What follows belongs to an exercise in optimizing a design on an open flow for small area, a short achievable clock period and few clock cycles per item; a production flow would make more cautious choices.
Where RTL was checked, it was by simulation tests only, not by an equivalence proof against the original.
For runs 1 to 3, only the layout was checked, not whether the RTL still works.
No activity file was given, so power comes from the tool's default toggle rates.

`flow/flow/run.sh`:
```
#!/bin/bash
set -euo pipefail
bash standard.sh "BUFFER_PORTS_ARGS=-buffer_cell sky130_fd_sc_hd__buf_1" finish > standard_flow.log 2>&1
```
`flow/standard.sh`:
```
#!/bin/bash
# synth_recipe.tcl (not shown) runs the flow's synth.tcl, then flattens the netlist and writes it again
# the make line also repeats each setting of config.mk as NAME=value (left out here)
make -C /OpenROAD-flow-scripts/flow DESIGN_CONFIG=/design/flow/config.mk WORK_HOME=/design/flow/orfs CLKGATE_MAP_FILE= SYNTH_SCRIPT=/design/flow/synth_recipe.tcl "${@:-finish}"
```
`flow/config.mk`:
```
export PLATFORM = sky130hd
export DESIGN_NAME = mm_muldiv
export DESIGN_NICKNAME = mm_muldiv
export VERILOG_FILES = /design/flow/design.v
export SDC_FILE = /design/flow/constraint.sdc
export NUM_CORES = 4
export LEC_CHECK = 0
export ABC_AREA = 1
export CAP_MARGIN = 20
export CORE_MARGIN = 2
export CORE_UTILIZATION = 40
export SETUP_SLACK_MARGIN = 2.4
export SLEW_MARGIN = 20
```
`flow/constraint.sdc`:
```
create_clock -name core_clock -period 5.0 [get_ports {clk}]
set_input_delay 1.0000 -clock core_clock [delete_from_list [all_inputs] [get_ports {clk}]]
set_output_delay 1.0000 -clock core_clock [all_outputs]
set_load 0.01 [all_outputs]
```
`flow/design.v`:
```
module mm_muldiv (
    input  wire        clk,
    input  wire        rst,       
    input  wire        start,     
    input  wire [1:0]  op,
    input  wire [23:0] a_in,
    input  wire [23:0] l_in,
    input  wire [23:0] m_in,
    output wire        busy,
    output wire        done,      
    output wire [23:0] a_out,
    output wire [23:0] l_out,
    output wire        err
);
    localparam OP_SMP = 2'd1;
    localparam OP_MPM = 2'd2;
    localparam OP_DIV = 2'd3;
    localparam PH_MUL  = 3'd1;    
    localparam PH_CHK  = 3'd2;    
    localparam PH_PRE  = 3'd3;    
    localparam PH_DIV  = 3'd4;    
    localparam PH_FIX  = 3'd5;    
    localparam PH_DEN  = 3'd6;    
    reg        busy_r;
    reg [2:0]  ph;
    reg [5:0]  cnt;        
    reg [3:0]  k2;         
    reg        mf;         
    reg        ovf;        
    reg        dz;         
    reg        sgn_q;      
    reg        sgn_r;      
    reg [22:0] mr;         
    reg [23:0] r;          
    reg [23:0] q;          
    reg        c_one;      
    reg        c_two;      
    reg        c_neg;      
    reg        c_xdiv;     
    reg        c_shr;      
    reg        c_hold;     
    reg        c_rot;      
    reg        done_r;
    reg        f_fix;      
    reg        den_r;      
    wire       fin_now = f_fix & !r[23] & !den_r;
    assign busy = busy_r & !fin_now;
    assign done = done_r | fin_now;
    wire        is_div  = (op == OP_DIV);
    wire        is_smp  = (op == OP_SMP);
    wire        m_zero  = (m_in[22:0] == 23'd0);
    wire        ld_dz   = is_div & m_zero;
    wire [23:0] r_load  = is_div ? {1'b0, (m_zero ? l_in[22:0] : a_in[22:0])} : 24'd0;
    wire [23:0] q_load  = is_smp ? {15'd0, a_in[22:14]} :
                          (is_div & !m_zero) ? {l_in[0], 1'b0, l_in[22:1]} :
                          {1'b0, a_in[22:0]};
    wire [22:0] m_load  = is_smp ? {4'd0, m_in[22:14], 10'd0} : m_in[22:0];
    wire        neg   = c_neg;
    wire [25:0] y_mag = ({26{c_one}} & {3'd0, mr}) | ({26{c_two}} & {2'd0, mr, 1'b0});
    wire [25:0] y     = y_mag ^ {26{neg}};
    wire [25:0] x     = c_xdiv ? {r[23], r, q[22]} : {{2{r[23]}}, r};
    wire [25:0] t     = x + y + {25'd0, neg};
    wire        tneg  = t[23];         
    wire        qin   = c_rot ? q[23] : (!ovf & !tneg);
    always @(posedge clk) begin
        if (!busy) begin
            r     <= r_load;
            q     <= q_load;
            mr    <= m_load;
            k2    <= 4'd0;
            den_r <= 1'b0;
            mf    <= !op[0];
            ovf   <= 1'b0;
            dz    <= ld_dz;
            sgn_q <= (op == OP_MPM) ? 1'b0 : (ld_dz ? a_in[23] : a_in[23] ^ m_in[23]);
            sgn_r <= is_div & (m_zero ? l_in[23] : a_in[23]);
        end else begin
            if (c_shr) begin
                r <= t[25:2];
                q <= {t[1:0], q[23:2]};
            end else begin
                r <= t[23:0];
                if (!c_hold)
                    q <= {q[22:0], qin};
            end
            if (ph == PH_PRE && mr[22:21] == 2'b00) begin
                mr    <= {mr[20:0], 2'b00};
                k2    <= k2 + 4'd1;
                den_r <= 1'b1;
            end
            if (ph == PH_CHK)
                ovf <= !tneg;
        end
    end
    function [2:0] booth;    
        input b1, b0, bm;
        booth = {b0 ^ bm, (b1 & !b0 & !bm) | (!b1 & b0 & bm), b1};
    endfunction
    wire [2:0] dig_load = booth(q_load[1], q_load[0], 1'b0);
    wire [2:0] dig_next = booth(q[3], q[2], q[1]);
    wire       last     = (cnt == 6'd0);
    wire       den_next = den_r;
    always @(posedge clk) begin
        if (!busy) begin
            {c_one, c_two, c_neg} <= is_div ? 3'b101 : dig_load;
            c_xdiv <= 1'b0;
            c_shr  <= !is_div;
            c_hold <= 1'b0;
            c_rot  <= 1'b1;
        end else begin
            case (ph)
                PH_MUL: begin
                    {c_one, c_two, c_neg} <= dig_next;
                    c_xdiv <= 1'b0;
                    c_shr  <= 1'b1;
                    c_hold <= 1'b0;
                    c_rot  <= 1'b0;
                end
                PH_CHK: begin
                    {c_one, c_two, c_neg} <= {2'b10, !tneg};
                    c_xdiv <= tneg;
                    c_shr  <= 1'b0;
                    c_hold <= 1'b0;
                    c_rot  <= !tneg;
                end
                PH_PRE: begin
                    {c_one, c_two, c_neg} <= {2'b10, !tneg};
                    c_xdiv <= last;
                    c_shr  <= 1'b0;
                    c_hold <= 1'b0;
                    c_rot  <= !last;
                end
                PH_DIV: begin
                    {c_one, c_two, c_neg} <= last ? {tneg, 2'b00} : {2'b10, !tneg};
                    c_xdiv <= !last;
                    c_shr  <= 1'b0;
                    c_hold <= last;
                    c_rot  <= 1'b0;
                end
                default: begin    
                    {c_one, c_two, c_neg} <= 3'b000;
                    c_xdiv <= 1'b0;
                    c_shr  <= 1'b1;
                    c_hold <= 1'b1;
                    c_rot  <= 1'b0;
                end
            endcase
        end
    end
    always @(posedge clk) begin
        if (!busy) begin
            cnt <= is_smp ? 6'd4 : 6'd11;
        end else begin
            cnt <= cnt - 6'd1;
            case (ph)
                PH_CHK: cnt <= {5'b01011, !tneg};
                PH_PRE: if (last) cnt <= 6'd22 + {1'b0, k2, 1'b0};
                PH_FIX: cnt <= {2'b00, k2} - 6'd1;
                default: ;
            endcase
        end
    end
    always @(posedge clk) begin
        if (rst) begin
            busy_r <= 1'b0;
            done_r <= 1'b0;
            ph     <= 3'd0;
            f_fix  <= 1'b0;
        end else begin
            done_r <= 1'b0;
            f_fix  <= busy_r && ph == PH_DIV && last;
            if (!busy) begin
                busy_r <= start & !ld_dz;
                done_r <= start & ld_dz;
                ph     <= (!start | ld_dz) ? 3'd0 : is_div ? PH_CHK : PH_MUL;
            end else begin
                case (ph)
                    PH_CHK: ph <= tneg ? PH_DIV : PH_PRE;
                    PH_PRE: if (last) ph <= PH_DIV;
                    PH_DIV: if (last) ph <= PH_FIX;
                    PH_FIX: begin
                        if (den_next)
                            ph <= PH_DEN;
                        else begin
                            busy_r <= 1'b0;
                            ph     <= 3'd0;
                            done_r <= 1'b1;      
                        end
                    end
                    default: if (last) begin    
                        busy_r <= 1'b0;
                        done_r <= 1'b1;
                        ph     <= 3'd0;
                    end
                endcase
            end
        end
    end
    assign a_out = {sgn_q, mf ? {r[21:0], q[23]} : (ovf ? 23'h7FFFFF : q[22:0])};
    assign l_out = {sgn_r & (dz | (r[22:0] != 23'd0)), mf ? q[22:0] : r[22:0]};
    assign err   = ovf | dz;
endmodule
```
==> results.sh, run 1 <==
export IMPL_worstPathRequired_ns=5.26
export IMPL_p_comb_frac=0.673
export IMPL_drt_wl_total_mm=34.40
export IMPL_holdBufCountCts=0
export IMPL_crit_path_end_kind="flop"
export IMPL_ios=128
export IMPL_min_path_cells=2
export IMPL_die_y_um=147.2
export IMPL_die_area_mm2=0.02168
export IMPL_synth_top_area_frac=0.1866
export IMPL_cts_root_buf="clkbuf_16"
export IMPL_crit_path_top_delay_cell="dfxtp_4"
export IMPL_crit_top_cell="nand2_1"
export IMPL_max_slew_margin_rel=0.3541
export IMPL_crit_arrival_ns=3.17
export IMPL_path_class="reg -> reg"
export IMPL_ff2ff_path_depth=19
export IMPL_total_power_w=0.005790
export IMPL_route_detailed_drc=0
export IMPL_grt_max_degree=49
export IMPL_cts_sinks=100
export IMPL_max_vdd_ir_drop_v=0.0002741
export IMPL_core_area_mm2=0.02017
export IMPL_cts_tree="yes"
export IMPL_ys_ff_latch=100
export IMPL_final_common_cell="nand2_1"
export IMPL_fp_dieW_um=147.2
export IMPL_switchingPower_w=0.002786
export IMPL_fillers=1873
export IMPL_initial_utilization=0.4069
export IMPL_seqPwrFrac=0.203
export IMPL_syn_mean_instance_area_um2=6.738
export IMPL_hpwl_mm=22.87
export IMPL_worst_pin_slew_ns=0.9666
export IMPL_fin_crit_sh=0.5813
export IMPL_cts_buffer_depth=2
export IMPL_setup_viol=0
export IMPL_synthFlopType="edfxtp_1"
export IMPL_min_path_type="reg -> reg"
export IMPL_grt_usage=0.2898
export IMPL_p_per_area_mw_per_mm2=483.1
export IMPL_final_seq_area_mm2=0.002531
export IMPL_grt_pass1_wl_mm=48.90
export IMPL_finClkSkew_ns=0.01623
export IMPL_rsz0062_at_grt="true"
export IMPL_synthTopCellsByArea="edfxtp_1 (19%), nand2_1 (12%), dfxtp_1 (12%)"
export IMPL_viasPerCell=5.786
export IMPL_critPathLaunchType="flop"
export IMPL_gr_total_overflow=0
export IMPL_p_int_w=0.003004
export IMPL_switching_share=0.4812
export IMPL_io_buffers=127
export IMPL_hold_viol=0
export IMPL_finalNetCount=1531
export IMPL_timing_final_crit_period_ns=2.907
export IMPL_antenna_found_initial=0
export IMPL_p_clk_frac=0.123
export IMPL_synth_cell_types=51
export IMPL_postSynthCellCount=1218
export IMPL_seq_area_frac_synth=0.3061
export IMPL_setup_tns_final_ns=0
export IMPL_status="finished clean"
export IMPL_p_leak_nw=5.023
export IMPL_final_util=0.5942
export IMPL_async_reset_ff_frac=0
export IMPL_syn_to_final_growth_pct=46.04
export IMPL_ctsHtreeMaxLevel=3
export IMPL_multi_input_area_mm2=0.006331
export IMPL_mostFrequentLayoutCells="nand2_1 (202), inv_1 (154), buf_1 (81)"
export IMPL_place_gp_congestion=0.9899
export IMPL_yosys_area_top_type="edfxtp_1"
export IMPL_crit_fanout=5
export IMPL_cts_buffers=9
export IMPL_firstDrtPassIters=8
export IMPL_syn_area_mm2=0.008207
export IMPL_yosysWarnings=1
export IMPL_drt_wirelength_per_cell_um=20.24
export IMPL_drive_gt1_frac=0.3373
export IMPL_clk_pin_slew_worst_paths_ns=0.08
export IMPL_maxSlewViolCount=0
export IMPL_n_antenna_cell=0
export IMPL_crit_chain="clkinvlp_4 -> buf_6 -> o22ai_4 -> xor2_1 -> ha_1 -> nand2_2 -> inv_1 -> nand2_1 -> nand2_2 -> nand2_1 -> nand2_2 -> a21oi_4 -> buf_4 -> nand3_4 -> nand2_8 -> buf_4 -> nand2_1 -> nand2_1 -> nor2_1"
export IMPL_grt_pass1_vias=8992
export IMPL_synth_nets=1325
export IMPL_row_count=52
export IMPL_synth_edf_count=51
export IMPL_drt_iter0_markers=995
export IMPL_max_freq_ghz=0.3440
export IMPL_maxCapViolCount=0
export IMPL_antenna_left=0
export IMPL_cpPeakStageDelay_ns=0.41
export IMPL_route_vias_total=9831
export IMPL_insertion_delay_ns=0.37
-- repair_timing --
item                       in CTS  in global routing
setup endpoints to repair     119                 90
resized for setup             187                360
buffers inserted               56                 37
pin swaps                      51                 88
gates cloned                   12                  7
-- cell type report --
type | count | share of cell area
Timing Repair Buffer | 239 | 0.1420
Sequential cell | 100 | 0.2112
Clock buffer | 10 | 0.01910
Tap cell | 270 | 0.02819
Timing Repair inverter | 10 | 0.006264
Clock inverter | 6 | 0.005011
Inverter | 183 | 0.06003
Multi-Input combinational cell | 881 | 0.5282
-- Yosys cell counts (17+ instances only) --
library cell and number:
clkbuf_1 39, edfxtp_1 51, inv_2 18, o21ai_0 153
a21oi_1 52, xor2_1 36, inv_1 165, nor2_1 86
o221ai_1 17, nand3_1 59, ha_1 29, nand4_1 19
dfxtp_1 49, nand2_1 262, o22ai_1 40
-- routing by layer --
layer	GRT usage	routed length, µm	vias to the layer above
met2	0.5035	17000	528
met1	0.3557	13100	4673
met4	0.1111	1399	0
met5	0	0	-
li1	-	-	4519
met3	0.05559	2904	111
-- sequential cells by signal, summed over array words and instances, names as in the netlist, 3 cells and up --
name / flops
ph: 3
mr: 23
cnt: 6
k2: 4
r: 24
q: 24
-- worst paths after layout --
path | start | end | slack, ns
worst max-delay path | c_two | r[23] | 2.09
worst min register to register | ph[2] | ph[2] | 0.52
worst max register to register | c_two | r[23] | 2.09
worst min-delay path | ph[2] | ph[2] | 0.52
-- stage by stage --
step | hold slack, ns | instance area (µm²) | cells | setup WS, ns
finish | 0.5197 | 11990 | 1699 | 2.093
detailed placement | 0.4870 | 8879 | 1571 | 1.811
CTS | 0.5190 | 10530 | 1655 | 2.163
global placement | 0.4794 | 8864 | 1570 | 1.849
floorplan | 0.4660 | 8207 | 1218 | 2.460
global route | 0.5588 | 11990 | 1699 | 1.979
-- power by group through the flow --
| stage | clock (W) | combinational, W | sequential [W] |
|---|---|---|---|
| after floorplan | 0 | 0.00163 | 0.00110 |
| after global placement | 0 | 0.00229 | 0.00115 |
| after detailed placement | 0 | 0.00229 | 0.00116 |
| after CTS | 0.000712 | 0.00313 | 0.00115 |
| after global routing | 0.000738 | 0.00415 | 0.00119 |
| final | 0.000715 | 0.00390 | 0.00118 |
-- cell families after synthesis --
group	share of synthesized area
AND/OR/NAND/NOR	0.2558
AO/OA/AOI/OAI	0.2345
buffers and inverters	0.1121
flip-flops	0.3061
XOR/XNOR	0.04482
adder cells (fa/ha/maj)	0.04665
-- worst max-delay path: cells and delay by family (launching register included) --
kind            cells  cell delay [ns]
xor+xnor            1             0.20
fa+ha+maj           1             0.31
simple gates       10             0.82
buf+inv             5             0.63
compound gates      2             0.42
flops               1             0.41
==> inputs of run 2 (changes only) <==
--- a/flow/config.mk
+++ b/flow/config.mk
@@ -9,5 +9,5 @@
 export CAP_MARGIN = 20
 export CORE_MARGIN = 2
 export CORE_UTILIZATION = 40
-export SETUP_SLACK_MARGIN = 2.4
+export SETUP_SLACK_MARGIN = 2.2
 export SLEW_MARGIN = 20
==> results.sh, run 2 <==
export IMPL_critPathLaunchType="flop"
export IMPL_maxCapViolCount=0
export IMPL_p_int_w=0.002443
export IMPL_multi_input_area_mm2=0.005443
export IMPL_antenna_left=0
export IMPL_synth_edf_count=51
export IMPL_insertion_delay_ns=0.37
export IMPL_grt_usage=0.2717
export IMPL_setup_viol=0
export IMPL_worst_pin_slew_ns=0.9569
export IMPL_min_path_type="reg -> reg"
export IMPL_cts_tree="yes"
export IMPL_yosysWarnings=1
export IMPL_gr_total_overflow=0
export IMPL_die_area_mm2=0.02168
export IMPL_ios=128
export IMPL_mostFrequentLayoutCells="nand2_1 (252), inv_1 (162), o21ai_0 (150)"
export IMPL_initial_utilization=0.4069
export IMPL_path_delay_family="simple AND/OR/NAND/NOR gates"
export IMPL_postSynthCellCount=1218
export IMPL_drive_gt1_frac=0.1584
export IMPL_seqPwrFrac=0.241
export IMPL_synth_cell_types=51
export IMPL_p_leak_nw=4.209
export IMPL_max_slew_margin_rel=0.3605
export IMPL_largestRegisters="q x24, r x24, mr x23"
export IMPL_setup_tns_final_ns=0
export IMPL_holdBufCountCts=0
export IMPL_syn_to_final_growth_pct=25.81
export IMPL_cp_buffers_inverters=3
export IMPL_core_area_mm2=0.02017
export IMPL_antenna_found_initial=0
export IMPL_place_gp_congestion=0.9899
export IMPL_timing_final_crit_period_ns=2.795
export IMPL_final_util=0.5119
export IMPL_clk_pin_slew_worst_paths_ns=0.08
export IMPL_route_vias_total=9141
export IMPL_seq_area_frac_synth=0.3061
export IMPL_drt_iter0_markers=745
export IMPL_ys_ff_latch=100
export IMPL_switching_share=0.4888
export IMPL_finClkSkew_ns=0.01498
export IMPL_synth_common_cells="nand2_1 (262), inv_1 (165), o21ai_0 (153)"
export IMPL_p_comb_frac=0.610
export IMPL_route_detailed_drc=0
export IMPL_cts_root_buf="clkbuf_16"
export IMPL_status="finished clean"
export IMPL_fp_dieW_um=147.2
export IMPL_cts_buffer_depth=2
export IMPL_hold_viol=0
export IMPL_io_buffers=127
export IMPL_cpPeakStageDelay_ns=0.32
export IMPL_switchingPower_w=0.002336
export IMPL_synth_nets=1325
export IMPL_total_power_w=0.004779
export IMPL_max_vdd_ir_drop_v=0.0002794
export IMPL_synthFlopType="edfxtp_1"
export IMPL_crit_path_top_delay_cell="dfxtp_1"
export IMPL_path_class="reg -> out"
export IMPL_synth_top_area_frac=0.1866
export IMPL_final_common_cell="nand2_1"
export IMPL_finalNetCount=1466
export IMPL_crit_fanout=4
export IMPL_max_freq_ghz=0.3578
export IMPL_synthTopCellsByArea="edfxtp_1 (19%), nand2_1 (12%), dfxtp_1 (12%)"
export IMPL_cts_sinks=100
export IMPL_syn_mean_instance_area_um2=6.738
export IMPL_syn_area_mm2=0.008207
export IMPL_worstPathRequired_ns=4.00
export IMPL_hpwl_mm=22.87
export IMPL_final_seq_area_mm2=0.002529
export IMPL_crit_path_end_kind="primary output"
export IMPL_fillers=2089
export IMPL_viasPerCell=5.594
export IMPL_p_clk_frac=0.149
export IMPL_row_count=52
export IMPL_firstDrtPassIters=5
export IMPL_yosysMostFrequentCell="nand2_1"
export IMPL_grt_pass1_wl_mm=45.99
export IMPL_ctsHtreeMaxLevel=3
export IMPL_drt_wirelength_per_cell_um=19.03
export IMPL_crit_chain="inv_1 -> nand4_1 -> nor4_2 -> nand4_1 -> o21ai_1 -> inv_1 -> buf_1"
export IMPL_die_y_um=147.2
export IMPL_fin_crit_sh=0.5590
export IMPL_maxSlewViolCount=0
export IMPL_yosys_area_top_type="edfxtp_1"
export IMPL_async_reset_ff_frac=0
export IMPL_n_antenna_cell=0
export IMPL_grt_max_degree=51
export IMPL_grt_pass1_vias=8514
export IMPL_p_per_area_mw_per_mm2=462.8
export IMPL_crit_arrival_ns=1.79
export IMPL_cts_buffers=9
export IMPL_rsz0062_at_grt="true"
export IMPL_drt_wl_total_mm=31.10
==> run 2: worst min-delay path, cell delays in order, from the launching register on <==
cell	delay (ns)
dfxtp_1	0.34
nand2_1	0.09
a21oi_2	0.05
==> run 2: timing repair <==
action,4_1_cts,5_1_grt
hold endpoints to repair,0,0
pin swaps,19,32
endpoints found under the setup margin,108,59
resized for setup,64,84
cloned,8,5
buffers inserted,17,17
==> run 2: cells by family (layout without fill, tap and decap cells) <==
kind of cell / after synthesis / count (layout) / share of synthesized area
and+or+nand+nor: 477 / 478 / 0.2558
AOI/OAI and AO/OA: 331 / 331 / 0.2345
buffers and inverters: 238 / 383 / 0.1121
DFF: 100 / 100 / 0.3061
xor gates and xnor gates: 42 / 42 / 0.04482
adders and majority gates: 30 / 30 / 0.04665
==> run 2: per-layer routing <==
layer	up-vias	GRT usage	wire length, µm
li1	4392	-	-
met1	4322	0.3460	12670
met2	372	0.4825	15390
met3	55	0.03261	2206
met4	0	0.08125	832
met5	-	0	0
==> run 2: path summary, 6_finish.rpt <==
kind	cells after the start	from	endpoint	slack, ns
max reg2reg	16	c_two	q[0]	2.21
min reg2reg	2	ph[2]	ph[2]	0.52
max	7	r[19]	l_out[23]	2.21
min	2	ph[2]	ph[2]	0.52
==> run 2: cell type report <==
type / instances / area share
Multi-Input combinational cell: 881 / 0.5271
Sequential cell: 100 / 0.2449
Clock inverter: 6 / 0.005817
Timing Repair inverter: 9 / 0.006544
Clock buffer: 10 / 0.02218
Tap cell: 270 / 0.03272
Inverter: 183 / 0.06907
Timing Repair Buffer: 175 / 0.09161
==> run 2: power groups by stage <==
stage	Combinational [W]	Sequential [W]	Clock (W)
finish	0.00291	0.00115	0.000712
global route	0.00316	0.00117	0.000740
CTS	0.00255	0.00115	0.000712
detailed placement	0.00229	0.00116	0
global placement	0.00229	0.00115	0
floorplan	0.00163	0.00110	0
==> run 2: through the flow <==
step | cells | cell area, µm² | worst slack, ns | hold slack [ns]
floorplan | 1218 | 8207 | 2.460 | 0.4660
global placement | 1570 | 8864 | 1.849 | 0.4794
CTS | 1612 | 9648 | 2.157 | 0.5194
finish | 1634 | 10320 | 2.205 | 0.5211
global route | 1634 | 10320 | 2.061 | 0.5600
detailed placement | 1571 | 8879 | 1.811 | 0.4870
==> inputs of run 3 (changes only) <==
==> flow/flow/run.sh (replaced) <==
#!/bin/bash
set -euo pipefail
bash standard.sh "BUFFER_PORTS_ARGS=-buffer_cell sky130_fd_sc_hd__buf_1" "ADDER_MAP_FILE=" finish > standard_flow.log 2>&1
--- a/flow/config.mk
+++ b/flow/config.mk
@@ -9,5 +9,5 @@
 export CAP_MARGIN = 20
 export CORE_MARGIN = 2
 export CORE_UTILIZATION = 40
-export SETUP_SLACK_MARGIN = 2.2
+export SETUP_SLACK_MARGIN = 2.0
 export SLEW_MARGIN = 20
==> results.sh, run 3 <==
export IMPL_yosysMostFrequentCell="nand2_1"
export IMPL_cts_sinks=100
export IMPL_ios=128
export IMPL_clk_pin_slew_worst_paths_ns=0.08
export IMPL_finalNetCount=1561
export IMPL_path_depth=3
export IMPL_yosysWarnings=1
export IMPL_r2r_end="q[6]"
export IMPL_cp_startpoint="mf"
export IMPL_die_y_um=150.7
export IMPL_grt_usage=0.2673
export IMPL_total_power_w=0.004209
export IMPL_final_common_cell="nand2_1"
export IMPL_viasPerCell=5.466
export IMPL_worstPathRequired_ns=4.00
export IMPL_core_area_mm2=0.02109
export IMPL_postSynthCellCount=1384
export IMPL_antenna_found_initial=0
export IMPL_cts_root_buf="clkbuf_16"
export IMPL_syn_to_final_growth_pct=11.99
export IMPL_grt_pass1_wl_mm=46.53
export IMPL_cp_buffers_inverters=2
export IMPL_io_buffers=127
export IMPL_critPathLaunchType="flop"
export IMPL_synth_nets=1461
export IMPL_maxCapViolCount=0
export IMPL_cts_buffer_depth=2
export IMPL_gr_total_overflow=0
export IMPL_synth_edf_count=51
export IMPL_drive_gt1_frac=0.09402
export IMPL_worst_pin_slew_ns=0.9916
export IMPL_min_path_type="reg -> reg"
export IMPL_fin_cells=1764
export IMPL_seq_area_frac_synth=0.2919
export IMPL_hpwl_mm=23.83
export IMPL_synth_cell_types=54
export IMPL_final_seq_area_mm2=0.002521
export IMPL_drt_wirelength_per_cell_um=17.62
export IMPL_fillers=2326
export IMPL_crit_fanout=23
export IMPL_cts_buffers=9
export IMPL_crit_path_top_delay_cell="edfxtp_1"
export IMPL_ys_ff_latch=100
export IMPL_p_leak_nw=4.282
export IMPL_crit_end="a_out[1]"
export IMPL_rrSetupSlack_ns=2.13
export IMPL_max_slew_margin_rel=0.3373
export IMPL_largestRegisters="q x24, r x24, mr x23"
export IMPL_path_class="reg -> out"
export IMPL_cpPeakStageDelay_ns=0.59
export IMPL_reg2reg_from="r[23]"
export IMPL_route_detailed_drc=0
export IMPL_setup_viol=0
export IMPL_place_area_mm2=0.009219
export IMPL_drt_wl_total_mm=31.08
export IMPL_grt_pass1_vias=8841
export IMPL_finalInstanceArea_mm2=0.009641
export IMPL_multi_input_area_mm2=0.005100
export IMPL_timing_final_crit_period_ns=3.022
export IMPL_yosys_area_top_type="edfxtp_1"
export IMPL_die_area_mm2=0.02271
export IMPL_rsz0062_at_grt="true"
export IMPL_max_vdd_ir_drop_v=0.0002097
export IMPL_crit_arrival_ns=2.02
export IMPL_place_gp_congestion=0.9541
export IMPL_finClkSkew_ns=0.01498
export IMPL_syn_mean_instance_area_um2=6.220
export IMPL_fin_crit_sh=0.6045
export IMPL_synthTopCellsByArea="edfxtp_1 (18%), nand2_1 (18%), dfxtp_1 (11%)"
export IMPL_synth_common_cells="nand2_1 (404), inv_1 (174), o21ai_0 (159)"
export IMPL_cts_tree="yes"
export IMPL_hold_viol=0
export IMPL_path_delay_family="buffers and inverters"
export IMPL_crit_path_end_kind="primary output"
export IMPL_async_reset_ff_frac=0
export IMPL_crit_chain="clkinvlp_4 -> o21ai_0 -> buf_1"
export IMPL_max_freq_ghz=0.3309
export IMPL_fp_dieW_um=150.7
export IMPL_firstDrtPassIters=6
export IMPL_worst_hold_slack_ns=0.4718
export IMPL_syn_area_mm2=0.008608
export IMPL_row_count=53
export IMPL_setup_tns_final_ns=0
export IMPL_status="finished clean"
export IMPL_ctsHtreeMaxLevel=3
export IMPL_grt_max_degree=50
export IMPL_synthFlopType="edfxtp_1"
export IMPL_n_antenna_cell=0
export IMPL_antenna_left=0
export IMPL_p_per_area_mw_per_mm2=436.6
export IMPL_synth_top_area_frac=0.1779
export IMPL_mostFrequentLayoutCells="nand2_1 (402), inv_1 (168), o21ai_0 (158)"
export IMPL_dp_cells=1739
export IMPL_route_vias_total=9642
export IMPL_ff2ff_path_depth=10
export IMPL_initial_utilization=0.4082
export IMPL_insertion_delay_ns=0.37
export IMPL_maxSlewViolCount=0
export IMPL_drt_iter0_markers=1020
-- run 3: what timing repair did --
action	4_1_cts	5_1_grt
resized for setup	6	21
buffers inserted	0	6
pin swaps	0	5
gates cloned	0	3
hold buffers	0	0
endpoints found under the setup margin	31	41
-- run 3: per-layer routing --
metal / wire (µm) / track usage / up-vias
met5: 0 / 0 / -
met4: 1007 / 0.1042 / 0
met3: 2107 / 0.03636 / 65
met2: 15120 / 0.4630 / 337
met1: 12850 / 0.3361 / 4451
li1: - / - / 4789
-- run 3: layout make-up --
cell class              count  area share
flip-flops and latches    100      0.2615
well taps                 275     0.03569
repair buffers            144     0.06723
inverters                 194     0.07657
multi-input cells        1033      0.5290
repair inverters            2    0.001298
clock inverters             6    0.004932
clock buffers              10     0.02375
-- run 3: how the worst min path moves through the flow --
stage / start / to / cells after the start
5_1_grt: busy_r / f_fix / 1
4_1_cts: busy_r / f_fix / 1
3_3_place_gp: busy_r / f_fix / 1
2_1_floorplan: busy_r / f_fix / 1
3_5_place_dp: busy_r / f_fix / 1
6_report: busy_r / f_fix / 1
-- run 3: power by group --
group / switching (W) / internal, W
sequential: 0.000179 / 0.00104
clock: 0.000358 / 0.000345
combinational: 0.00159 / 0.000703
total: 0.00212 / 0.00209
-- run 3: cell families after synthesis --
family,after synthesis,synth area share
AND/OR/NAND/NOR,714,0.3721
AO/OA/AOI/OAI,306,0.2048
buffers and inverters,251,0.1180
flip-flops,100,0.2919
XOR/XNOR,13,0.01323
-- run 3: per-stage QoR --
step                setup slack (ns)    util
floorplan                      2.397       -
global placement               1.900  0.4370
detailed placement             1.864  0.4372
CTS                            1.865  0.4511
global route                   1.970  0.4572
finish                         1.978  0.4572
==> inputs of run 4 (changes only) <==
--- a/flow/design.v
+++ b/flow/design.v
@@ -33,10 +33,10 @@
     reg [22:0] mr;         
     reg [23:0] r;          
     reg [23:0] q;          
-    reg        c_one;      
-    reg        c_two;      
-    reg        c_neg;      
-    reg        c_xdiv;     
+    reg        c_one, c_one_h;      
+    reg        c_two, c_two_h;      
+    reg        c_neg, c_neg_h;      
+    reg        c_xdiv, c_xdiv_h;    
     reg        c_shr;      
     reg        c_hold;     
     reg        c_rot;      
@@ -56,9 +56,13 @@
                           {1'b0, a_in[22:0]};
     wire [22:0] m_load  = is_smp ? {4'd0, m_in[22:14], 10'd0} : m_in[22:0];
     wire        neg   = c_neg;
-    wire [25:0] y_mag = ({26{c_one}} & {3'd0, mr}) | ({26{c_two}} & {2'd0, mr, 1'b0});
-    wire [25:0] y     = y_mag ^ {26{neg}};
-    wire [25:0] x     = c_xdiv ? {r[23], r, q[22]} : {{2{r[23]}}, r};
+    wire [25:0] b_one = {{13{c_one_h}}, {13{c_one}}};
+    wire [25:0] b_two = {{13{c_two_h}}, {13{c_two}}};
+    wire [25:0] b_neg = {{13{c_neg_h}}, {13{c_neg}}};
+    wire [25:0] b_xd  = {{13{c_xdiv_h}}, {13{c_xdiv}}};
+    wire [25:0] y_mag = (b_one & {3'd0, mr}) | (b_two & {2'd0, mr, 1'b0});
+    wire [25:0] y     = y_mag ^ b_neg;
+    wire [25:0] x     = (b_xd & {r[23], r, q[22]}) | (~b_xd & {{2{r[23]}}, r});
     wire [25:0] t     = x + y + {25'd0, neg};
     wire        tneg  = t[23];         
     wire        qin   = c_rot ? q[23] : (!ovf & !tneg);
@@ -103,7 +107,9 @@
     always @(posedge clk) begin
         if (!busy) begin
             {c_one, c_two, c_neg} <= is_div ? 3'b101 : dig_load;
+            {c_one_h, c_two_h, c_neg_h} <= {3{start}} & (is_div ? 3'b101 : dig_load);
             c_xdiv <= 1'b0;
+            c_xdiv_h <= !start;
             c_shr  <= !is_div;
             c_hold <= 1'b0;
             c_rot  <= 1'b1;
@@ -111,35 +117,45 @@
             case (ph)
                 PH_MUL: begin
                     {c_one, c_two, c_neg} <= dig_next;
+                    {c_one_h, c_two_h, c_neg_h} <= dig_next;
                     c_xdiv <= 1'b0;
+                    c_xdiv_h <= 1'b0;
                     c_shr  <= 1'b1;
                     c_hold <= 1'b0;
                     c_rot  <= 1'b0;
                 end
                 PH_CHK: begin
                     {c_one, c_two, c_neg} <= {2'b10, !tneg};
+                    {c_one_h, c_two_h, c_neg_h} <= {2'b10, !tneg};
                     c_xdiv <= tneg;
+                    c_xdiv_h <= tneg;
                     c_shr  <= 1'b0;
                     c_hold <= 1'b0;
                     c_rot  <= !tneg;
                 end
                 PH_PRE: begin
                     {c_one, c_two, c_neg} <= {2'b10, !tneg};
+                    {c_one_h, c_two_h, c_neg_h} <= {2'b10, !tneg};
                     c_xdiv <= last;
+                    c_xdiv_h <= last;
                     c_shr  <= 1'b0;
                     c_hold <= 1'b0;
                     c_rot  <= !last;
                 end
                 PH_DIV: begin
                     {c_one, c_two, c_neg} <= last ? {tneg, 2'b00} : {2'b10, !tneg};
+                    {c_one_h, c_two_h, c_neg_h} <= last ? {tneg, 2'b00} : {2'b10, !tneg};
                     c_xdiv <= !last;
+                    c_xdiv_h <= !last;
                     c_shr  <= 1'b0;
                     c_hold <= last;
                     c_rot  <= 1'b0;
                 end
                 default: begin    
                     {c_one, c_two, c_neg} <= 3'b000;
+                    {c_one_h, c_two_h, c_neg_h} <= 3'b000;
                     c_xdiv <= 1'b0;
+                    c_xdiv_h <= 1'b0;
                     c_shr  <= 1'b1;
                     c_hold <= 1'b1;
                     c_rot  <= 1'b0;
==> flow/flow/run.sh (replaced) <==
#!/bin/bash
set -euo pipefail
bash standard.sh "BUFFER_PORTS_ARGS=-buffer_cell sky130_fd_sc_hd__buf_1" finish > standard_flow.log 2>&1
--- a/flow/config.mk
+++ b/flow/config.mk
@@ -9,5 +9,5 @@
 export CAP_MARGIN = 20
 export CORE_MARGIN = 2
 export CORE_UTILIZATION = 40
-export SETUP_SLACK_MARGIN = 2.0
+export SETUP_SLACK_MARGIN = 2.2
 export SLEW_MARGIN = 20
==> results.sh, run 4 <==
export IMPL_status="finished clean"
export IMPL_holdBufCountCts=0
export IMPL_route_detailed_drc=0
export IMPL_die_y_um=149.3
export IMPL_maxSlewViolCount=0
export IMPL_rsz0062_at_grt="true"
export IMPL_crit_path_end_kind="flop"
export IMPL_cts_sinks=104
export IMPL_setup_viol=0
export IMPL_max_slew_margin_rel=0.3043
export IMPL_ctsHtreeMaxLevel=3
export IMPL_hp_start="den_r"
export IMPL_fillers=2162
export IMPL_grt_pass1_wl_mm=44.33
export IMPL_firstDrtPassIters=6
export IMPL_gr_total_overflow=0
export IMPL_antenna_found_initial=0
export IMPL_yosysWarnings=1
export IMPL_seq_area_frac_synth=0.3069
export IMPL_syn_area_mm2=0.008447
export IMPL_final_common_cell="nand2_1"
export IMPL_grt_max_degree=47
export IMPL_viasPerCell=5.489
export IMPL_ios=128
export IMPL_reg2reg_from="c_shr"
export IMPL_setup_tns_final_ns=0
export IMPL_maxCapViolCount=0
export IMPL_p_leak_nw=4.083
export IMPL_synthFlopType="dfxtp_1"
export IMPL_row_count=53
export IMPL_grt_pass1_vias=8355
export IMPL_die_area_mm2=0.02230
export IMPL_synth_nets=1335
export IMPL_min_path_type="reg -> reg"
export IMPL_path_class="reg -> reg"
export IMPL_timing_final_crit_period_ns=2.803
export IMPL_hold_viol=0
export IMPL_synth_cell_types=58
export IMPL_async_reset_ff_frac=0
export IMPL_syn_to_final_growth_pct=15.29
export IMPL_yosysMostFrequentCell="nand2_1"
export IMPL_core_area_mm2=0.02089
export IMPL_drt_iter0_markers=828
export IMPL_worst_pin_slew_ns=1.041
export IMPL_mostFrequentLayoutCells="nand2_1 (248), inv_1 (169), o21ai_0 (148)"
export IMPL_cts_buffer_depth=2
export IMPL_cts_buffers=9
export IMPL_insertion_delay_ns=0.37
export IMPL_synth_common_cells="nand2_1 (254), inv_1 (173), o21ai_0 (151)"
export IMPL_cts_root_buf="clkbuf_16"
export IMPL_clk_pin_slew_worst_paths_ns=0.08
export IMPL_place_gp_congestion=0.9348
export IMPL_io_buffers=127
export IMPL_synthTopCellsByArea="edfxtp_1 (18%), dfxtp_1 (13%), nand2_1 (11%)"
export IMPL_critPathLaunchType="flop"
export IMPL_fp_dieW_um=149.3
export IMPL_hpwl_mm=22.30
export IMPL_worstPathRequired_ns=5.24
export IMPL_max_vdd_ir_drop_v=0.0002471
export IMPL_finalNetCount=1440
export IMPL_antenna_left=0
export IMPL_p_per_area_mw_per_mm2=445.2
export IMPL_grt_usage=0.2602
export IMPL_yosys_area_top_type="edfxtp_1"
export IMPL_crit_arrival_ns=3.04
export IMPL_finClkSkew_ns=0.01184
export IMPL_synth_edf_count=51
export IMPL_largestRegisters="q x24, r x24, mr x23"
export IMPL_crit_fanout=27
export IMPL_route_vias_total=8854
export IMPL_drt_wl_total_mm=29.47
export IMPL_postSynthCellCount=1228
export IMPL_cts_tree="yes"
export IMPL_initial_utilization=0.4044
export IMPL_drt_wirelength_per_cell_um=18.27
export IMPL_cp_startpoint="c_shr"
export IMPL_n_antenna_cell=0
export IMPL_syn_mean_instance_area_um2=6.879
export IMPL_max_freq_ghz=0.3568
export IMPL_drive_gt1_frac=0.1129
export IMPL_worst_hold_slack_ns=0.5225
export IMPL_fin_crit_sh=0.5606
export IMPL_synth_top_area_frac=0.1813
export IMPL_ys_ff_latch=104
[run 4: cell types whose count changed after synthesis, moves of 8 or more]
cell	change
nand3_1	-40
ha_1	+29
nand3_2	-11
o22ai_1	+29
buf_2	+12
o21ai_1	-9
nand2_2	-18
clkbuf_1	-10
o21ai_0	-8
nand2_1	-150
xor2_1	+26
[run 4: cell families after synthesis]
kind of cell | Yosys count | share of synthesized area
adder cells (fa/ha/maj) | 30 | 0.04533
buffers and inverters | 240 | 0.1146
XOR/XNOR | 41 | 0.04251
AO/OA/AOI/OAI | 324 | 0.2272
AND/OR/NAND/NOR | 489 | 0.2634
flip-flops | 104 | 0.3069
[run 4: through the flow]
stage / instances / total power [W] / worst slack (ns) / area (µm²) / util
6_report: 1613 / 0.004335 / 2.197 / 9738 / 0.4662
5_1_grt: 1613 / 0.004642 / 2.044 / 9738 / 0.4662
4_1_cts: 1603 / 0.004170 / 2.200 / 9405 / 0.4503
3_5_place_dp: 1581 / 0.003423 / 1.623 / 9034 / 0.4325
3_3_place_gp: 1581 / 0.003419 / 1.728 / 9034 / 0.4325
2_1_floorplan: 1228 / 0.002786 / 2.470 / 8447 / -
[run 4: power breakdown]
| part | total [W] | leakage, nW | internal [W] | switching, W |
|---|---|---|---|---|
| Sequential | 0.00126 | 0.991 | 0.00108 | 0.000178 |
| Combinational | 0.00234 | 2.95 | 0.000788 | 0.00155 |
| Clock | 0.000732 | 0.143 | 0.000362 | 0.000370 |
| Total | 0.00433 | 4.08 | 0.00223 | 0.00210 |
[run 4: cell type report]
cell class | count | area (µm²) | share of cell area
inverter | 187 | 724.4 | 0.07439
timing repair inverter | 5 | 35.03 | 0.003598
clock buffer | 11 | 242.7 | 0.02493
sequential | 104 | 2605 | 0.2675
clock inverter | 5 | 46.29 | 0.004754
tap | 275 | 344.1 | 0.03533
multi-input combinational | 886 | 5150 | 0.5288
timing repair buffer | 140 | 590.6 | 0.06064
[run 4: final timing paths]
kind,to,slack (ns),cells past startpoint
hold / removal,den_r,0.52,2
setup reg to reg,q[5],2.20,6
setup / recovery,q[5],2.20,6
hold reg to reg,den_r,0.52,2
[run 4: per-layer routing]
| layer | vias up | track usage | part of all wire |
|---|---|---|---|
| met3 | 64 | 0.04128 | 0.072 |
| li1 | 4351 | - | - |
| met4 | 0 | 0.1086 | 0.040 |
| met1 | 4103 | 0.3269 | 0.41 |
| met5 | - | 0 | 0 |
| met2 | 336 | 0.4440 | 0.48 |
[run 4: repair_timing]
| action | CTS | global route |
|---|---|---|
| setup endpoints to repair | 102 | 67 |
| buffers inserted | 2 | 7 |
| gates resized for setup | 16 | 57 |
| cloned | 4 | 3 |
| pin swaps | 0 | 17 |
[run 4: worst max-delay path, stage by stage, from the launching register on]
cell and delay [ns]:
dfxtp_1 0.73, inv_1 0.30, nor2_4 0.61, inv_1 0.51, o22ai_1 0.33, a21oi_1 0.06, o21ai_1 0.10
Testbench counts of run 4, summed over its fixed seeds: cycles 121,513, items 8,000.
==> inputs of run 5 (changes only) <==
--- a/flow/config.mk
+++ b/flow/config.mk
@@ -9,5 +9,5 @@
 export CAP_MARGIN = 20
 export CORE_MARGIN = 2
 export CORE_UTILIZATION = 40
-export SETUP_SLACK_MARGIN = 2.2
+export SETUP_SLACK_MARGIN = 2.0
 export SLEW_MARGIN = 20
==> results.sh, run 5 <==
export IMPL_fp_dieW_um=149.3
export IMPL_worstPathRequired_ns=5.13
export IMPL_crit_path_end_kind="flop"
export IMPL_met3_usage=0.04067
export IMPL_switchingPower_w=0.002051
export IMPL_synth_top_area_frac=0.1813
export IMPL_seqPwrFrac=0.296
export IMPL_die_area_mm2=0.02230
export IMPL_crit_arrival_ns=2.99
export IMPL_fin_crit_sh=0.5732
export IMPL_max_vdd_ir_drop_v=0.0002471
export IMPL_synthTopCellsByArea="edfxtp_1 (18%), dfxtp_1 (13%), nand2_1 (11%)"
export IMPL_critPathLaunchType="flop"
export IMPL_grt_usage=0.2553
export IMPL_final_common_cell="nand2_1"
export IMPL_syn_mean_instance_area_um2=6.879
export IMPL_total_power_w=0.004227
export IMPL_core_area_mm2=0.02089
export IMPL_synth_xor_area_share=0.04251
export IMPL_crit_top_cell="nand2_1"
export IMPL_rsz0062_at_grt="true"
export IMPL_viasPerCell=5.428
export IMPL_p_comb_frac=0.531
export IMPL_row_count=53
export IMPL_rrSetupSlack_ns=2.13
export IMPL_drt_wirelength_per_cell_um=17.98
export IMPL_syn_to_final_growth_pct=12.24
export IMPL_yosysMostFrequentCell="nand2_1"
export IMPL_drt_wl_total_mm=28.90
export IMPL_reg2reg_from="c_two_h"
export IMPL_ys_ff_latch=104
export IMPL_grt_use_met1=0.3177
export IMPL_synthFlopType="dfxtp_1"
export IMPL_drive_gt1_frac=0.09009
export IMPL_n_antenna_cell=0
export IMPL_synth_top_family_by_area="simple AND/OR/NAND/NOR gates"
export IMPL_ios=128
export IMPL_dp_cells=1581
export IMPL_muxShareOfSynthArea=0
export IMPL_hold_viol=0
export IMPL_postSynthCellCount=1228
export IMPL_setup_tns_final_ns=0
export IMPL_io_buffers=127
export IMPL_synth_nets=1335
export IMPL_setup_viol=0
export IMPL_synth_compound_area_frac=0.2272
export IMPL_cpPeakStageDelay_ns=0.44
export IMPL_switching_share=0.4852
export IMPL_antenna_found_initial=0
export IMPL_crit_fanout=5
export IMPL_path_class="reg -> reg"
export IMPL_ff2ff_path_depth=16
export IMPL_timing_final_crit_period_ns=2.866
export IMPL_min_path_cells=2
export IMPL_cts_buffers=9
export IMPL_grt_max_degree=47
export IMPL_p_int_w=0.002176
export IMPL_ctsHtreeMaxLevel=3
export IMPL_mostFrequentLayoutCells="nand2_1 (251), inv_1 (169), o21ai_0 (151)"
export IMPL_maxSlewViolCount=0
export IMPL_status="finished clean"
export IMPL_drt_iter0_markers=685
export IMPL_postLayoutSetupSlackWorst_ns=2.134
export IMPL_synth_cell_types=58
export IMPL_p_per_area_mw_per_mm2=445.9
export IMPL_antenna_left=0
export IMPL_cts_tree="yes"
export IMPL_max_freq_ghz=0.3489
export IMPL_largestRegisters="q x24, r x24, mr x23"
export IMPL_finalNetCount=1434
export IMPL_initial_utilization=0.4044
export IMPL_synth_edf_count=51
export IMPL_grt_pass1_wl_mm=43.57
export IMPL_insertion_delay_ns=0.37
export IMPL_use_met2=0.4394
export IMPL_place_gp_congestion=0.9348
export IMPL_cts_sinks=104
export IMPL_async_reset_ff_frac=0
export IMPL_hpwl_mm=22.30
export IMPL_cts_root_buf="clkbuf_16"
export IMPL_min_to="f_fix"
export IMPL_crit_path_top_delay_cell="dfxtp_2"
export IMPL_p_leak_nw=4.014
export IMPL_gr_total_overflow=0
export IMPL_die_y_um=149.3
export IMPL_p_clk_frac=0.173
export IMPL_grt_busiest_layer="met2"
export IMPL_grt_pass1_vias=8258
export IMPL_route_vias_total=8723
export IMPL_clk_pin_slew_worst_paths_ns=0.08
export IMPL_maxCapViolCount=0
export IMPL_max_slew_margin_rel=0.3120
export IMPL_place_ws_ns=1.623
export IMPL_min_path_type="reg -> reg"
export IMPL_final_util=0.4538
export IMPL_seq_area_frac_synth=0.3069
export IMPL_yosysWarnings=1
export IMPL_syn_area_mm2=0.008447
export IMPL_r2r_end="q[0]"
export IMPL_yosys_area_top_type="edfxtp_1"
export IMPL_worst_pin_slew_ns=1.029
export IMPL_synth_simple_area_share=0.2634
export IMPL_route_detailed_drc=0
export IMPL_synth_common_cells="nand2_1 (254), inv_1 (173), o21ai_0 (151)"
export IMPL_fin_cells=1607
export IMPL_finClkSkew_ns=0.01232
export IMPL_crit_chain="clkinvlp_4 -> buf_4 -> o22ai_1 -> xor2_1 -> ha_1 -> a21oi_2 -> o21a_1 -> nand2_2 -> a21oi_4 -> nand2_2 -> nand2_4 -> nand2_4 -> nand2_1 -> nand2_1 -> nand2_1 -> o21ai_2"
export IMPL_cts_buffer_depth=2
export IMPL_yosys_area_share_adder=0.04533
export IMPL_hp_start="busy_r"
export IMPL_firstDrtPassIters=5
==> run 5: cell count changes in the layout (fill, tap and decap cells not counted), moves of 4 or more <==
cell and delta:
inv_4 -4, o22ai_1 +7, nand3_1 +4, o22ai_2 -4, nand2_2 -4
==> run 5: stage by stage <==
step / hold slack (ns) / area (µm²)
2_1_floorplan: 0.4224 / 8447
3_3_place_gp: 0.4549 / 9034
3_5_place_dp: 0.4488 / 9034
4_1_cts: 0.4607 / 9344
5_1_grt: 0.5259 / 9480
6_report: 0.4821 / 9480
==> run 5: kinds of logic (layout without fill, tap and decap cells) <==
logic type / count (synthesis) / after routing
AO/OA/AOI/OAI: 324 / 324
XOR/XNOR: 41 / 41
adder cells (fa/ha/maj): 30 / 30
buffers and inverters: 240 / 343
flip-flops: 104 / 104
AND/OR/NAND/NOR: 489 / 490
==> run 5: power groups by stage <==
stage / logic [W] / registers, W / clock network, W
2_1_floorplan: 0.00161 / 0.00118 / 0
3_3_place_gp: 0.00217 / 0.00125 / 0
3_5_place_dp: 0.00216 / 0.00126 / 0
4_1_cts: 0.00218 / 0.00124 / 0.000737
5_1_grt: 0.00249 / 0.00127 / 0.000765
6_report: 0.00224 / 0.00125 / 0.000731
==> run 5: cell type report <==
cell class / count / area [µm²]
repair inverters: 5 / 35.03
fillers: 2188 / 11410
inverters: 187 / 724.4
clock buffers: 11 / 242.7
multi-input cells: 885 / 4946
well taps: 275 / 344.1
repair buffers: 135 / 536.8
clock inverters: 5 / 46.29
flip-flops and latches: 104 / 2605
==> run 5: worst max-delay path by stage <==
stage	from	to	slack, ns	depth (start not counted)
final	c_two_h	q[0]	2.13	16
after global routing	c_two_h	q[0]	1.98	16
after CTS	r[23]	mr[10]	1.93	8
after detailed placement	m_in[16]	c_one_h	1.62	13
after global placement	m_in[18]	c_one_h	1.73	13
after floorplan	c_one	q[0]	2.47	19
==> run 5: layer usage <==
metal  up-vias  routed length, µm
met3        65               1748
li1       4341                  -
met4         0               1060
met1      4001              12050
met2       316              14040
met5         -                  0
==> run 5: critical path, delay by kind of cell (launching register included) <==
kind	cells	cell delay [ns]
buf+inv	2	0.33
simple gates	7	0.55
xor+xnor	1	0.20
flops	1	0.44
compound gates	5	0.75
fa+ha+maj	1	0.35
==> run 5: what timing repair did <==
item,4_1_cts,5_1_grt
hold buffers,0,0
endpoints found under the setup margin,33,73
gates resized for setup,3,27
pin swaps,0,3
gates cloned,1,5
buffers inserted,1,3
==> inputs of run 6 (changes only) <==
--- a/flow/design.v
+++ b/flow/design.v
@@ -26,7 +26,9 @@
     reg [5:0]  cnt;        
     reg [3:0]  k2;         
     reg        mf;         
+    reg        mf_h, mf_l;   
     reg        ovf;        
+    reg        ovf_a;      
     reg        dz;         
     reg        sgn_q;      
     reg        sgn_r;      
@@ -74,7 +76,10 @@
             k2    <= 4'd0;
             den_r <= 1'b0;
             mf    <= !op[0];
+            mf_h  <= !op[0] & start;
+            mf_l  <= !op[0] | !start;
             ovf   <= 1'b0;
+            ovf_a <= !start;
             dz    <= ld_dz;
             sgn_q <= (op == OP_MPM) ? 1'b0 : (ld_dz ? a_in[23] : a_in[23] ^ m_in[23]);
             sgn_r <= is_div & (m_zero ? l_in[23] : a_in[23]);
@@ -94,6 +99,8 @@
             end
             if (ph == PH_CHK)
                 ovf <= !tneg;
+            if (ph == PH_CHK)
+                ovf_a <= !tneg;
         end
     end
     function [2:0] booth;    
@@ -212,7 +219,9 @@
             end
         end
     end
-    assign a_out = {sgn_q, mf ? {r[21:0], q[23]} : (ovf ? 23'h7FFFFF : q[22:0])};
-    assign l_out = {sgn_r & (dz | (r[22:0] != 23'd0)), mf ? q[22:0] : r[22:0]};
+    assign a_out = {sgn_q,
+                    mf_h ? r[21:11] : (ovf_a ? 11'h7FF : q[22:12]),
+                    mf   ? {r[10:0], q[23]} : (ovf_a ? 12'hFFF : q[11:0])};
+    assign l_out = {sgn_r & (dz | (r[22:0] != 23'd0)), mf_l ? q[22:0] : r[22:0]};
     assign err   = ovf | dz;
 endmodule
==> results.sh, run 6 <==
export IMPL_grt_max_degree=54
export IMPL_path_class="reg -> out"
export IMPL_fin_crit_sh=0.5760
export IMPL_synth_top_area_frac=0.1916
export IMPL_gr_total_overflow=0
export IMPL_cts_root_buf="clkbuf_16"
export IMPL_cts_buffers=9
export IMPL_ff2ff_path_depth=9
export IMPL_finalNetCount=1418
export IMPL_drt_wl_total_mm=28.73
export IMPL_drive_gt1_frac=0.07447
export IMPL_grt_pass1_wl_mm=43.73
export IMPL_crit_fanout=17
export IMPL_setup_viol=0
export IMPL_async_reset_ff_frac=0
export IMPL_drt_wirelength_per_cell_um=18.06
export IMPL_rsz0062_at_grt="true"
export IMPL_place_gp_congestion=0.9842
export IMPL_crit_path_end_kind="primary output"
export IMPL_seq_area_frac_synth=0.3169
export IMPL_cts_buffer_depth=2
export IMPL_status="finished clean"
export IMPL_synthTopCellsByArea="edfxtp_1 (19%), dfxtp_1 (13%), nand2_1 (11%)"
export IMPL_firstDrtPassIters=6
export IMPL_maxCapViolCount=0
export IMPL_critPathLaunchType="flop"
export IMPL_row_count=53
export IMPL_insertion_delay_ns=0.37
export IMPL_fp_dieW_um=149.5
export IMPL_hpwl_mm=22.71
export IMPL_maxSlewViolCount=0
export IMPL_die_area_mm2=0.02234
export IMPL_synth_edf_count=54
export IMPL_hp_start="busy_r"
export IMPL_r2r_end="q[2]"
export IMPL_ios=128
export IMPL_viasPerCell=5.406
export IMPL_yosys_area_top_type="edfxtp_1"
export IMPL_setup_tns_final_ns=0
export IMPL_max_slew_margin_rel=0.4416
export IMPL_worst_pin_slew_ns=0.8324
export IMPL_n_antenna_cell=0
export IMPL_final_common_cell="nand2_1"
export IMPL_min_path_type="reg -> reg"
export IMPL_synth_common_cells="nand2_1 (254), inv_1 (185), o21ai_0 (113)"
export IMPL_syn_mean_instance_area_um2=6.961
export IMPL_route_vias_total=8601
export IMPL_cts_sinks=107
export IMPL_p_per_area_mw_per_mm2=366.8
export IMPL_yosysWarnings=1
export IMPL_rrSetupSlack_ns=2.17
export IMPL_cts_tree="yes"
export IMPL_synth_nets=1323
export IMPL_timing_final_crit_period_ns=2.880
export IMPL_grt_pass1_vias=8042
export IMPL_drt_iter0_markers=735
export IMPL_postSynthCellCount=1216
export IMPL_synthFlopType="edfxtp_1"
export IMPL_clk_pin_slew_worst_paths_ns=0.09
export IMPL_max_freq_ghz=0.3472
export IMPL_fin_cells=1591
export IMPL_ctsHtreeMaxLevel=3
export IMPL_worstPathRequired_ns=4.00
export IMPL_total_power_w=0.003473
export IMPL_reg2reg_from="r[23]"
export IMPL_hold_viol=0
export IMPL_antenna_left=0
export IMPL_p_leak_nw=4.097
export IMPL_largestRegisters="q x24, r x24, mr x23"
export IMPL_finClkSkew_ns=0.02253
export IMPL_yosysMostFrequentCell="nand2_1"
export IMPL_syn_area_mm2=0.008464
export IMPL_antenna_found_initial=0
export IMPL_route_detailed_drc=0
export IMPL_mostFrequentLayoutCells="nand2_1 (251), inv_1 (182), buf_1 (127)"
export IMPL_grt_usage=0.2544
export IMPL_core_area_mm2=0.02089
export IMPL_synth_cell_types=56
export IMPL_dp_cells=1572
export IMPL_crit_arrival_ns=1.88
export IMPL_io_buffers=127
export IMPL_syn_to_final_growth_pct=11.86
export IMPL_min_path_cells=2
export IMPL_min_to="f_fix"
export IMPL_die_y_um=149.5
export IMPL_ys_ff_latch=107
export IMPL_max_vdd_ir_drop_v=0.0002216
export IMPL_initial_utilization=0.4052
-- run 6: cell count changes in the layout (fill, tap and decap cells not counted), moves of 5 or more --
cell,change
o21ai_0,-38
a21oi_1,+16
a22oi_1,+16
inv_1,+13
clkinvlp_4,-8
nor3_1,+8
a31oi_1,-7
o21ai_1,-6
inv_2,-5
-- run 6: per-layer routing --
metal / routed length (µm) / up-vias / global-route usage / part of all wire
met5: 0 / - / 0 / 0
met4: 631 / 0 / 0.06667 / 0.022
met3: 1513 / 49 / 0.03079 / 0.053
met2: 14470 / 268 / 0.4518 / 0.50
met1: 12120 / 3994 / 0.3265 / 0.42
li1: - / 4290 / - / -
-- run 6: worst max path at each step --
stage          startpoint       end  slack (ns)  cells after the start
2_1_floorplan       c_one      q[0]        2.48                     19
3_3_place_gp     m_in[18]      q[0]        1.48                     11
3_5_place_dp     m_in[17]     q[13]        1.44                      9
4_1_cts             r[23]      q[3]        2.00                      9
5_1_grt             c_one     r[14]        1.99                     14
6_report               mf  a_out[7]        2.12                      3
-- run 6: power breakdown --
| part | switching (W) | internal (W) |
|---|---|---|
| registers | 0.000120 | 0.00106 |
| logic | 0.00108 | 0.000520 |
| clock network | 0.000346 | 0.000355 |
-- run 6: cells by family (layout without fill, tap and decap cells) --
logic type,Yosys count,count (layout),synth area share
flops,107,107,0.3169
simple gates,487,487,0.2596
compound gates,303,303,0.2176
fa+ha+maj,30,30,0.04523
xor+xnor,43,43,0.04449
buf+inv,246,346,0.1162
-- run 6: cell type report --
class	instances	area (µm²)
Inverter	196	745.7
Clock inverter	5	36.28
Multi-Input combinational cell	863	4848
Sequential cell	107	2695
Fill cell	2194	11420
Tap cell	275	344.1
Clock buffer	11	242.7
Timing Repair Buffer	134	555.5
-- run 6: critical path: stages, from the launching register on --
cell	delay [ns]
edfxtp_1	0.63
nor2_1	0.54
a22oi_1	0.17
buf_1	0.17
-- run 6: per-stage QoR --
stage / util / instance area, µm² / hold WS, ns / setup WS, ns
final: 0.4532 / 9468 / 0.5008 / 2.120
after global routing: 0.4532 / 9468 / 0.5281 / 1.986
after CTS: 0.4486 / 9370 / 0.5004 / 2.001
after detailed placement: 0.4343 / 9071 / 0.4917 / 1.441
after global placement: 0.4343 / 9071 / 0.4842 / 1.478
after floorplan: - / 8464 / 0.4446 / 2.479
-- run 6: timing repair --
action,4_1_cts,5_1_grt
hold buffers,0,0
cloned,0,0
pin swaps,0,1
resized for setup,7,17
endpoints found under the setup margin,26,70
setup buffers,0,2
Testbench counts of run 6, summed over its fixed seeds: cycles 121,513, items 8,000.
==> inputs of run 7 (changes only) <==
--- a/flow/config.mk
+++ b/flow/config.mk
@@ -9,5 +9,5 @@
 export CAP_MARGIN = 20
 export CORE_MARGIN = 2
 export CORE_UTILIZATION = 40
-export SETUP_SLACK_MARGIN = 2.0
+export SETUP_SLACK_MARGIN = 2.35
 export SLEW_MARGIN = 20
==> results.sh, run 7 <==
export IMPL_status="finished clean"
export IMPL_io_buffers=127
export IMPL_cts_buffer_depth=2
export IMPL_total_power_w=0.003831
export IMPL_n_antenna_cell=0
export IMPL_antenna_left=0
export IMPL_finalNetCount=1459
export IMPL_hp_start="busy_r"
export IMPL_route_vias_total=8931
export IMPL_die_y_um=149.5
export IMPL_seqPwrFrac=0.308
export IMPL_maxCapViolCount=0
export IMPL_max_slew_margin_rel=0.5199
export IMPL_synthFlopType="edfxtp_1"
export IMPL_min_to="f_fix"
export IMPL_drt_wl_total_mm=29.89
export IMPL_crit_chain="inv_8 -> o22ai_2 -> xor2_1 -> ha_1 -> nand2_2 -> inv_1 -> nand2_1 -> nand2_1 -> nand2_1 -> nand2_2 -> a21oi_4 -> nand2_2 -> nand2_4 -> nand2_4 -> nand2_1 -> nand2_1 -> nand2_1 -> o21ai_0"
export IMPL_cpPeakStageDelay_ns=0.40
export IMPL_postSynthCellCount=1216
export IMPL_synth_cell_types=56
export IMPL_synth_common_cells="nand2_1 (254), inv_1 (185), o21ai_0 (113)"
export IMPL_syn_mean_instance_area_um2=6.961
export IMPL_cts_sinks=107
export IMPL_drive_gt1_frac=0.1636
export IMPL_hpwl_mm=22.71
export IMPL_initial_utilization=0.4052
export IMPL_viasPerCell=5.472
export IMPL_ys_ff_latch=107
export IMPL_cp_buffers_inverters=2
export IMPL_path_class="reg -> reg"
export IMPL_p_clk_frac=0.183
export IMPL_critPathLaunchType="flop"
export IMPL_seq_area_frac_synth=0.3169
export IMPL_grt_usage=0.2599
export IMPL_yosys_area_top_type="edfxtp_1"
export IMPL_crit_path_end_kind="flop"
export IMPL_async_reset_ff_frac=0
export IMPL_grt_max_degree=54
export IMPL_fin_crit_sh=0.5256
export IMPL_dp_cells=1572
export IMPL_clk_pin_slew_worst_paths_ns=0.09
export IMPL_final_util=0.4957
export IMPL_mostFrequentLayoutCells="nand2_1 (237), inv_1 (175), buf_1 (126)"
export IMPL_antenna_found_initial=0
export IMPL_ctsHtreeMaxLevel=3
export IMPL_min_path_type="reg -> reg"
export IMPL_p_comb_frac=0.510
export IMPL_crit_fanout=12
export IMPL_cts_root_buf="clkbuf_16"
export IMPL_maxSlewViolCount=0
export IMPL_rsz0062_at_grt="true"
export IMPL_fin_cells=1632
export IMPL_ff2ff_path_depth=18
export IMPL_p_leak_nw=4.369
export IMPL_synthTopCellsByArea="edfxtp_1 (19%), dfxtp_1 (13%), nand2_1 (11%)"
export IMPL_path_delay_family="simple AND/OR/NAND/NOR gates"
export IMPL_min_path_cells=2
export IMPL_cts_tree="yes"
export IMPL_firstDrtPassIters=5
export IMPL_synth_nets=1323
export IMPL_drt_iter0_markers=873
export IMPL_grt_pass1_vias=8209
export IMPL_core_area_mm2=0.02089
export IMPL_row_count=53
export IMPL_finClkSkew_ns=0.02274
export IMPL_insertion_delay_ns=0.37
export IMPL_cts_buffers=9
export IMPL_crit_path_top_delay_cell="dfxtp_4"
export IMPL_ios=128
export IMPL_p_per_area_mw_per_mm2=370.0
export IMPL_r2r_end="q[0]"
export IMPL_place_gp_congestion=0.9842
export IMPL_switching_share=0.4392
export IMPL_synth_edf_count=54
export IMPL_synth_top_area_frac=0.1916
export IMPL_crit_top_cell="nand2_1"
export IMPL_setup_tns_final_ns=0
export IMPL_hold_viol=0
export IMPL_worstPathRequired_ns=5.12
export IMPL_switchingPower_w=0.001683
export IMPL_rrSetupSlack_ns=2.37
export IMPL_setup_viol=0
export IMPL_max_vdd_ir_drop_v=0.0002451
export IMPL_syn_area_mm2=0.008464
export IMPL_syn_to_final_growth_pct=22.32
export IMPL_reg2reg_from="c_one"
export IMPL_grt_pass1_wl_mm=44.64
export IMPL_yosysWarnings=1
export IMPL_max_freq_ghz=0.3805
export IMPL_yosysMostFrequentCell="nand2_1"
export IMPL_p_int_w=0.002148
export IMPL_drt_wirelength_per_cell_um=18.32
export IMPL_gr_total_overflow=0
export IMPL_timing_final_crit_period_ns=2.628
export IMPL_crit_arrival_ns=2.75
export IMPL_die_area_mm2=0.02234
export IMPL_worst_pin_slew_ns=0.7185
export IMPL_route_detailed_drc=0
export IMPL_fp_dieW_um=149.5
export IMPL_largestRegisters="q x24, r x24, mr x23"
export IMPL_final_common_cell="nand2_1"
## run 7: cell types whose count changed in the layout (fill, tap and decap cells not counted), sizes merged
cell      previous run  this run
buf                133       171
inv                193       192
clkinv               6         4
nand2              271       272
clkinvlp             2         7
## run 7: kinds of logic after synthesis
group | share of synthesized area
and+or+nand+nor | 0.2596
AOI/OAI and AO/OA | 0.2176
buffers and inverters | 0.1162
DFF | 0.3169
xor gates and xnor gates | 0.04449
adders and majority gates | 0.04523
## run 7: power by group through the flow
stage	registers (W)	logic, W	clock network [W]
finish	0.00118	0.00195	0.000700
global route	0.00119	0.00214	0.000737
CTS	0.00117	0.00169	0.000708
detailed placement	0.00119	0.00155	0
global placement	0.00119	0.00155	0
floorplan	0.00113	0.00114	0
## run 7: timing repair
action                                  4_1_cts  5_1_grt
gates cloned                                  2        1
endpoints found under the setup margin      156      107
pin swaps                                    14       29
hold buffers                                  0        0
setup buffers                                20       21
gates resized for setup                      59       96
## run 7: cell type report
| type | count | area, µm² |
|---|---|---|
| inverter | 196 | 782.0 |
| tap | 275 | 344.1 |
| multi-input combinational | 864 | 5348 |
| timing repair inverter | 2 | 15.01 |
| clock buffer | 11 | 242.7 |
| sequential | 107 | 2713 |
| fill | 2104 | 10540 |
| timing repair buffer | 172 | 873.3 |
| clock inverter | 5 | 36.28 |
## run 7: worst max-delay path by stage
stage / from / end / slack, ns / depth (start not counted)
after floorplan: c_one / q[0] / 2.48 / 19
after global placement: m_in[18] / q[0] / 1.48 / 11
after detailed placement: m_in[17] / q[13] / 1.44 / 9
after CTS: op[0] / mr[17] / 2.29 / 6
after global routing: c_xdiv_h / q[0] / 2.21 / 14
final: c_one / q[0] / 2.37 / 18
## run 7: routing by layer
| layer | vias to the layer above | global-route usage | wire, µm |
|---|---|---|---|
| li1 | 4368 | - | - |
| met1 | 4187 | 0.3345 | 12320 |
| met2 | 327 | 0.4644 | 15140 |
| met3 | 49 | 0.02866 | 1774 |
| met4 | 0 | 0.06476 | 652 |
| met5 | - | 0 | 0 |
## run 7: metrics by stage
stage	hold slack (ns)	area [µm²]	setup slack (ns)
floorplan	0.4446	8464	2.479
global placement	0.4842	9071	1.478
detailed placement	0.4917	9071	1.441
CTS	0.5227	9753	2.286
global route	0.5525	10350	2.205
finish	0.5288	10350	2.372
## run 7: tightest hold or removal path: cells and delay by family (launching register included)
kind | cells | cell delay (ns)
and+or+nand+nor | 2 | 0.15
DFF | 1 | 0.34

==> separate check: timing with driven ports <==
The flow's constraints put no driver on any port. The routed layouts listed below were extracted and timed again, unchanged, in two steps.
Step 1 (the two cells are an assumption about what drives the block):
set clk [get_ports {clk}]
set_driving_cell -lib_cell sky130_fd_sc_hd__clkbuf_16 $clk
set_driving_cell -lib_cell sky130_fd_sc_hd__buf_2 [delete_from_list [all_inputs] $clk]
Step 2, shift: input delay + t, output delay - t, t = (earliest + latest rising clock arrival at the registers) / 2. This alone moves slack from input paths to output paths.
Three values: no drivers, after step 1, after step 2; two values: the first two.
run	t, ns	setup slack, ns	worst data-port slew with drivers (ns)	pins driven straight from the clock port
run 1	0.409	2.093 / 2.093 / 2.088	0.04	1
run 2	0.408	2.205 / 2.157 / 2.084	0.03	1
run 3	0.406	1.978 / 1.930 / 1.897	0.04	1
run 4	0.415	2.197 / 2.197 / 2.102	0.04	1
run 5	0.412	2.134 / 2.089 / 1.921	0.04	1
run 6	0.402	2.120 / 2.073 / 1.870	0.04	1
run 7	0.402	2.372 / 2.353 / 2.088	0.04	1
After both steps every run listed still meets setup and hold. The setup slack of run 7, which loses most, moves by -0.019 ns with the drivers and by -0.284 ns with both steps.
